Source: an optimization exercise on an open RTL-to-GDS flow (aim: small area and few clock cycles). Production flows keep margins and buffers that such runs may drop.
Only the layout flow was run in this run; the RTL was not checked for function there.
No activity file was given, so power comes from the tool's default toggle rates.

==> design.v <==
module crc16_byte (
    input  wire [15:0] crc_in,
    input  wire [7:0]  data,
    output reg  [15:0] crc_out
);
    integer i;
    always @(*) begin
        crc_out = crc_in ^ {data, 8'h00};
        for (i = 0; i < 8; i = i + 1) begin
            if (crc_out[15])
                crc_out = {crc_out[14:0], 1'b0} ^ 16'h1021;
            else
                crc_out = {crc_out[14:0], 1'b0};
        end
    end
endmodule
module crc_unit (
    input  wire        clk,
    input  wire        rst,
    input  wire        crc_init,
    input  wire        crc_valid,
    input  wire [7:0]  crc_data,
    output reg  [15:0] crc_acc
);
    wire [15:0] crc_next;
    crc16_byte u_crc (.crc_in(crc_acc), .data(crc_data), .crc_out(crc_next));
    always @(posedge clk) begin
        if (rst || crc_init)
            crc_acc <= 16'hFFFF;
        else if (crc_valid)
            crc_acc <= crc_next;
    end
endmodule
module frame_decoder (
    input  wire        clk,
    input  wire        rst,
    input  wire        rx_valid,
    input  wire [7:0]  rx_data,
    output wire        rx_ready,
    output wire        pbuf_we,
    output wire [8:0]  pbuf_addr,
    output wire [7:0]  pbuf_wdata,
    output reg         frame_valid,
    output reg  [7:0]  frame_msg,
    output reg  [9:0]  frame_len,
    input  wire        frame_ack
);
    localparam [2:0] S_SOF0    = 3'd0,
                     S_SOF1    = 3'd1,
                     S_MSG     = 3'd2,
                     S_LENHI   = 3'd3,
                     S_LENLO   = 3'd4,
                     S_PAYLOAD = 3'd5,
                     S_CRCHI   = 3'd6,
                     S_CRCLO   = 3'd7;
    localparam [15:0] MAX_PAYLOAD = 16'd512;
    reg  [2:0]  state;
    reg  [15:0] dec_crc;
    reg  [7:0]  dec_msg;
    reg  [15:0] dec_len;
    reg  [9:0]  dec_idx;
    reg  [15:0] dec_rcrc;
    wire        rx_fire = rx_valid && rx_ready;
    wire [15:0] crc_next;
    wire [15:0] len_full = {dec_len[15:8], rx_data};
    wire [15:0] rcrc_full = {dec_rcrc[15:8], rx_data};
    crc16_byte u_crc (.crc_in(dec_crc), .data(rx_data), .crc_out(crc_next));
    assign rx_ready   = !frame_valid;
    assign pbuf_we    = rx_fire && (state == S_PAYLOAD);
    assign pbuf_addr  = dec_idx[8:0];
    assign pbuf_wdata = rx_data;
    always @(posedge clk) begin
        if (rst) begin
            state       <= S_SOF0;
            dec_crc     <= 16'hFFFF;
            frame_valid <= 1'b0;
        end else begin
            if (frame_valid && frame_ack)
                frame_valid <= 1'b0;
            if (rx_fire) begin
                case (state)
                    S_SOF0: begin
                        if (rx_data == 8'hAA)
                            state <= S_SOF1;
                    end
                    S_SOF1: begin
                        if (rx_data == 8'h55) begin
                            dec_crc <= 16'hFFFF;
                            state   <= S_MSG;
                        end else begin
                            state   <= S_SOF0;
                        end
                    end
                    S_MSG: begin
                        dec_msg <= rx_data;
                        dec_crc <= crc_next;
                        state   <= S_LENHI;
                    end
                    S_LENHI: begin
                        dec_len <= {rx_data, 8'h00};
                        dec_crc <= crc_next;
                        state   <= S_LENLO;
                    end
                    S_LENLO: begin
                        dec_len <= len_full;
                        dec_crc <= crc_next;
                        dec_idx <= 10'd0;
                        if (len_full > MAX_PAYLOAD)
                            state <= S_SOF0;
                        else if (len_full == 16'd0)
                            state <= S_CRCHI;
                        else
                            state <= S_PAYLOAD;
                    end
                    S_PAYLOAD: begin
                        dec_idx <= dec_idx + 10'd1;
                        dec_crc <= crc_next;
                        if ({6'd0, dec_idx + 10'd1} == dec_len)
                            state <= S_CRCHI;
                    end
                    S_CRCHI: begin
                        dec_rcrc <= {rx_data, 8'h00};
                        state    <= S_CRCLO;
                    end
                    S_CRCLO: begin
                        dec_rcrc <= rcrc_full;
                        if (rcrc_full == dec_crc) begin
                            frame_msg   <= dec_msg;
                            frame_len   <= dec_len[9:0];
                            frame_valid <= 1'b1;
                        end
                        state <= S_SOF0;
                    end
                    default: state <= S_SOF0;
                endcase
            end
        end
    end
endmodule
module frame_encoder (
    input  wire        clk,
    input  wire        rst,
    input  wire        enc_start,
    input  wire [7:0]  enc_msg,
    input  wire [15:0] enc_len,
    output wire        enc_ready,
    output reg         enc_err,
    input  wire        pl_valid,
    input  wire [7:0]  pl_data,
    output wire        pl_ready,
    output reg         tx_valid,
    output reg  [7:0]  tx_data,
    input  wire        tx_ready
);
    localparam [3:0] E_IDLE    = 4'd0,
                     E_SOF0    = 4'd1,
                     E_SOF1    = 4'd2,
                     E_MSG     = 4'd3,
                     E_LENHI   = 4'd4,
                     E_LENLO   = 4'd5,
                     E_PAYLOAD = 4'd6,
                     E_CRCHI   = 4'd7,
                     E_CRCLO   = 4'd8;
    localparam [15:0] MAX_PAYLOAD = 16'd512;
    reg  [3:0]  state;
    reg  [7:0]  msg;
    reg  [15:0] len;
    reg  [15:0] cnt;
    reg  [15:0] enc_crc;
    wire        tx_fire = tx_valid && tx_ready;
    wire [15:0] crc_next;
    crc16_byte u_crc (.crc_in(enc_crc), .data(tx_data), .crc_out(crc_next));
    assign enc_ready = (state == E_IDLE);
    assign pl_ready  = (state == E_PAYLOAD) && tx_ready;
    always @(*) begin
        tx_valid = 1'b1;
        case (state)
            E_IDLE:    begin tx_valid = 1'b0; tx_data = 8'h00;          end
            E_SOF0:    tx_data = 8'hAA;
            E_SOF1:    tx_data = 8'h55;
            E_MSG:     tx_data = msg;
            E_LENHI:   tx_data = len[15:8];
            E_LENLO:   tx_data = len[7:0];
            E_PAYLOAD: begin tx_valid = pl_valid; tx_data = pl_data;    end
            E_CRCHI:   tx_data = enc_crc[15:8];
            E_CRCLO:   tx_data = enc_crc[7:0];
            default:   begin tx_valid = 1'b0; tx_data = 8'h00;          end
        endcase
    end
    always @(posedge clk) begin
        if (rst) begin
            state   <= E_IDLE;
            enc_err <= 1'b0;
        end else begin
            case (state)
                E_IDLE: begin
                    if (enc_start) begin
                        if (enc_len > MAX_PAYLOAD) begin
                            enc_err <= 1'b1;
                        end else begin
                            enc_err <= 1'b0;
                            msg     <= enc_msg;
                            len     <= enc_len;
                            cnt     <= 16'd0;
                            enc_crc <= 16'hFFFF;
                            state   <= E_SOF0;
                        end
                    end
                end
                E_SOF0:  if (tx_fire) state <= E_SOF1;
                E_SOF1:  if (tx_fire) state <= E_MSG;
                E_MSG: begin
                    if (tx_fire) begin
                        enc_crc <= crc_next;
                        state   <= E_LENHI;
                    end
                end
                E_LENHI: begin
                    if (tx_fire) begin
                        enc_crc <= crc_next;
                        state   <= E_LENLO;
                    end
                end
                E_LENLO: begin
                    if (tx_fire) begin
                        enc_crc <= crc_next;
                        state   <= (len == 16'd0) ? E_CRCHI : E_PAYLOAD;
                    end
                end
                E_PAYLOAD: begin
                    if (tx_fire) begin
                        enc_crc <= crc_next;
                        cnt     <= cnt + 16'd1;
                        if (cnt + 16'd1 == len)
                            state <= E_CRCHI;
                    end
                end
                E_CRCHI: if (tx_fire) state <= E_CRCLO;
                E_CRCLO: if (tx_fire) state <= E_IDLE;
                default: state <= E_IDLE;
            endcase
        end
    end
endmodule
module frame_codec (
    input  wire        clk,
    input  wire        rst,
    input  wire        crc_init,
    input  wire        crc_valid,
    input  wire [7:0]  crc_data,
    output wire [15:0] crc_acc,
    input  wire        rx_valid,
    input  wire [7:0]  rx_data,
    output wire        rx_ready,
    output wire        pbuf_we,
    output wire [8:0]  pbuf_addr,
    output wire [7:0]  pbuf_wdata,
    output wire        frame_valid,
    output wire [7:0]  frame_msg,
    output wire [9:0]  frame_len,
    input  wire        frame_ack,
    input  wire        enc_start,
    input  wire [7:0]  enc_msg,
    input  wire [15:0] enc_len,
    output wire        enc_ready,
    output wire        enc_err,
    input  wire        pl_valid,
    input  wire [7:0]  pl_data,
    output wire        pl_ready,
    output wire        tx_valid,
    output wire [7:0]  tx_data,
    input  wire        tx_ready
);
    crc_unit u_crc (
        .clk(clk), .rst(rst),
        .crc_init(crc_init), .crc_valid(crc_valid), .crc_data(crc_data),
        .crc_acc(crc_acc)
    );
    frame_decoder u_dec (
        .clk(clk), .rst(rst),
        .rx_valid(rx_valid), .rx_data(rx_data), .rx_ready(rx_ready),
        .pbuf_we(pbuf_we), .pbuf_addr(pbuf_addr), .pbuf_wdata(pbuf_wdata),
        .frame_valid(frame_valid), .frame_msg(frame_msg), .frame_len(frame_len),
        .frame_ack(frame_ack)
    );
    frame_encoder u_enc (
        .clk(clk), .rst(rst),
        .enc_start(enc_start), .enc_msg(enc_msg), .enc_len(enc_len),
        .enc_ready(enc_ready), .enc_err(enc_err),
        .pl_valid(pl_valid), .pl_data(pl_data), .pl_ready(pl_ready),
        .tx_valid(tx_valid), .tx_data(tx_data), .tx_ready(tx_ready)
    );
endmodule
==> run.sh <==
#!/bin/bash
# synth_recipe.tcl (not shown) runs the flow's synth.tcl, then flattens the netlist and writes it again
# the make line also repeats each setting of config.mk as NAME=value (left out here)
make -C /OpenROAD-flow-scripts/flow DESIGN_CONFIG=/design/flow/config.mk WORK_HOME=/design/flow/orfs CLKGATE_MAP_FILE= SYNTH_SCRIPT=/design/flow/synth_recipe.tcl finish
==> config.mk <==
export PLATFORM = sky130hd
export DESIGN_NAME = frame_codec
export DESIGN_NICKNAME = frame_codec
export VERILOG_FILES = /design/flow/design.v
export SDC_FILE = /design/flow/constraint.sdc
export NUM_CORES = 4
export LEC_CHECK = 0
export CAP_MARGIN = 20
export CORE_MARGIN = 2
export CORE_UTILIZATION = 40
export SLEW_MARGIN = 20
==> constraint.sdc <==
create_clock -name core_clock -period 4.0 [get_ports {clk}]
set_input_delay 0.8000 -clock core_clock [delete_from_list [all_inputs] [get_ports {clk}]]
set_output_delay 0.8000 -clock core_clock [all_outputs]
set_load 0.01 [all_outputs]
==> run notes <==
power by group:
group	internal, W	switching, W
logic	0.000206	0.000191
clock network	0.00101	0.000734
registers	0.00176	0.0000293
per-layer routing:
metal  GRT usage  part of all wire  routed length (um)
met2      0.2908              0.46                9478
met4     0.06745             0.020                 420
met1      0.2678              0.47                9689
met5           0                 0                   0
met3     0.04085             0.045                 931
logic make-up (layout without fill, tap and decap cells):
| family | after synthesis | after routing | share of synthesized area |
|---|---|---|---|
| simple gates | 316 | 316 | 0.2007 |
| flops | 157 | 157 | 0.5063 |
| xor+xnor | 127 | 127 | 0.1422 |
| compound gates | 113 | 113 | 0.08683 |
| buf+inv | 74 | 195 | 0.04312 |
| mux | 14 | 14 | 0.01795 |
| fa+ha+maj | 2 | 2 | 0.002943 |
registers in the layout (all words and copies together), names as in the netlist:
name and cells:
u_crc.crc_acc 16, u_dec.dec_crc 16, u_dec.dec_len 16, u_enc.cnt 16, u_enc.enc_crc 16, u_enc.len 16
u_dec.dec_idx 10, u_dec.frame_len 10, u_dec.dec_msg 8, u_dec.dec_rcrc 8, u_dec.frame_msg 8, u_enc.msg 8
u_enc.state 4, u_dec.state 3, u_dec.frame_valid 1, u_enc.enc_err 1
cells in the final DEF (no fill, tap or decap), types with 6 or more instances in the layout:
master / instances
a21oi_1: 23
and2_1: 25
buf_4: 23
clkbuf_16: 17
clkdlybuf4s50_1: 122
dfxtp_1: 41
edfxtp_1: 116
inv_1: 17
mux2i_1: 13
nand2_1: 86
nand2b_1: 11
nand3_1: 33
nand3b_1: 9
nand4_1: 11
nor2_1: 43
nor2b_1: 24
nor3_1: 14
nor4_1: 14
o21ai_0: 38
or3_1: 6
or4_1: 9
xnor2_1: 68
xnor3_1: 7
xor2_1: 52
cell type report:
cell class | instances | area, sq um
multi-input cells | 572 | 3852
well taps | 275 | 344.1
clock buffers | 17 | 425.4
clock inverters | 15 | 198.9
repair buffers | 146 | 1414
fillers | 1971 | 10350
flip-flops and latches | 157 | 4304
inverters | 17 | 63.81
worst paths after layout:
check        cells after the start  slack [ns]            endpoint             start
max reg2reg                      8        0.91    u_enc.enc_crc[7]    u_enc.state[2]
min reg2reg                      0        0.42  u_dec.frame_msg[7]  u_dec.dec_msg[7]
max                              4        0.40            pl_ready    u_enc.state[2]
min                              0        0.42  u_dec.frame_msg[7]  u_dec.dec_msg[7]
through the flow:
stage               total power [W]  worst slack (ns)  hold WS [ns]  std cells
floorplan                  0.002056            0.3349        0.4003        803
global placement           0.002225            0.6562        0.4012       1167
detailed placement         0.002223            0.6305        0.4056       1167
CTS                        0.003974            0.3766        0.4213       1199
global route               0.004080            0.1697        0.4312       1199
finish                     0.003929            0.4000        0.4200       1199
==> flow_summary.ini <==
[run_status]
status = timing/DRC/antenna clean

[synth]
ys_seq_area_frac = 0.5063
synth_edf_count = 116
yosysWarningCount = 4
syn_avg_cell_area_sq_um = 10.59
ys_top_cells_by_count = edfxtp_1 (116), nand2_1 (86), xnor2_1 (68)
synth_top_area_frac = 0.4097
synth_top_area_cell = edfxtp_1
synth_area_sq_um = 8502
synth_cells = 803
synth_cell_types = 67
async_flop_share = 0
ys_seq_elements = 157
synth_nets = 862
yosysMostFrequentCell = edfxtp_1
netlist_top_cells_area = edfxtp_1 (41%), dfxtp_1 (9.7%), xnor2_1 (7.0%)
ys.flop_type = edfxtp_1

[layout]
antennaDiodeCount = 0
fin_util = 0.5060
finalInstanceArea_sq_um = 10600
nets = 970
area_growth_syn_to_layout_pct = 24.71
drive_gt1_frac = 0.08009

[sta]
min_period_over_period = 0.9000
hold_viol_final = 0
finClkSkew_ns = 0.009586
setup_tns_ns = 0
setup_viol = 0
relSlewSlack = 0.3412
tightestPinTransition_ns = 0.9845
slew_violations = 0
rsz0062_at_grt = false
max_freq_ghz = 0.2778
period_needed_ns = 3.600

[worst_setup_path]
crit_fanout = 23
cp-start-kind = flip-flop
path_buf_inv = 1
critPathArrivalTime_ns = 2.80
crit_family = simple AND/OR/NAND/NOR gates
critPathRequiredTime_ns = 3.20
worstPathCellList = nand2_1 > or3_1 > nor2_1 > clkdlybuf4s50_1
path_class = flip-flop to output port
cpPeakStageDelay_ns = 0.88
cp_slowest_cell = dfxtp_1
crit_path_end_kind = output port

[clocking]
cts_tree = done
cts_hold_buf = 0
post_cts_buffers = 0
cts_buffer_depth = 2
htree_num_levels = 4
cts.clk_slew.worst_paths_ns = 0.07
root_buffer = clkbuf_16
clk_latency_ns = 0.43
cts_sinks = 157
postCtsResizedCells = 0
cts_buffers = 17

[floorplanning]
io_pins = 123
initial_core_util = 0.4057
fp-row-count = 53
die-height_um = 149.8
die_area_sq_um = 22440
die_x_um = 149.8
design.core.area_sq_um = 20960

[grt]
grt_antenna_before_repair = 0
gr-usage-all-layers = 0.1904
grt_pass1_wl_um = 32870
grt_overflow = 0
grt_pass1_vias = 6117
grt_start_max_net_pins = 33

[placed_design]
hpwl_um = 14560
numPortBuffers = 122
place_area_sq_um = 9978
gp_congestion = 0.8061

[detailed_routing]
vias = 6290
route.detailed.drc = 0
first_iter_violations = 438
avgViaCountPerCell = 5.246
post_drt_wl_per_cell_um = 17.11
drtAntennaViolNets = 0
wl_um = 20520
drtPass1Iterations = 4

[power]
ir_worst_vdd_uv = 185.3
power.density_nw_per_um2 = 370.6
p_leak_nw = 3.569

[worst_hold_path]
worstHoldPathType = flip-flop to flip-flop

[job]
cap_violations = 0

## separate check: timing with driven ports
How much do the figures lean on ideal ports? The routed layout below was timed once more, with nothing changed but the port constraints.
Step 1 (the two cells are an assumption about what drives the block):
set clk [get_ports {clk}]
set_driving_cell -lib_cell sky130_fd_sc_hd__clkbuf_16 $clk
set_driving_cell -lib_cell sky130_fd_sc_hd__buf_2 [delete_from_list [all_inputs] $clk]
Step 2 times the ports against the registers' clock, not the clock port: input delays grow and output delays shrink by t, the midpoint of the rising clock arrivals with the driver on.
a / b / c = ideal / step 1 / step 2; a / b = the first two.
t, ns: 0.465
slack for setup (ns): 0.400 / 0.357 / 0.623
worst slew at a driven data input, ns: 0.06
After both steps this run still meets setup and hold. The setup slack of this run moves by -0.043 ns with the drivers and by +0.223 ns with both steps.
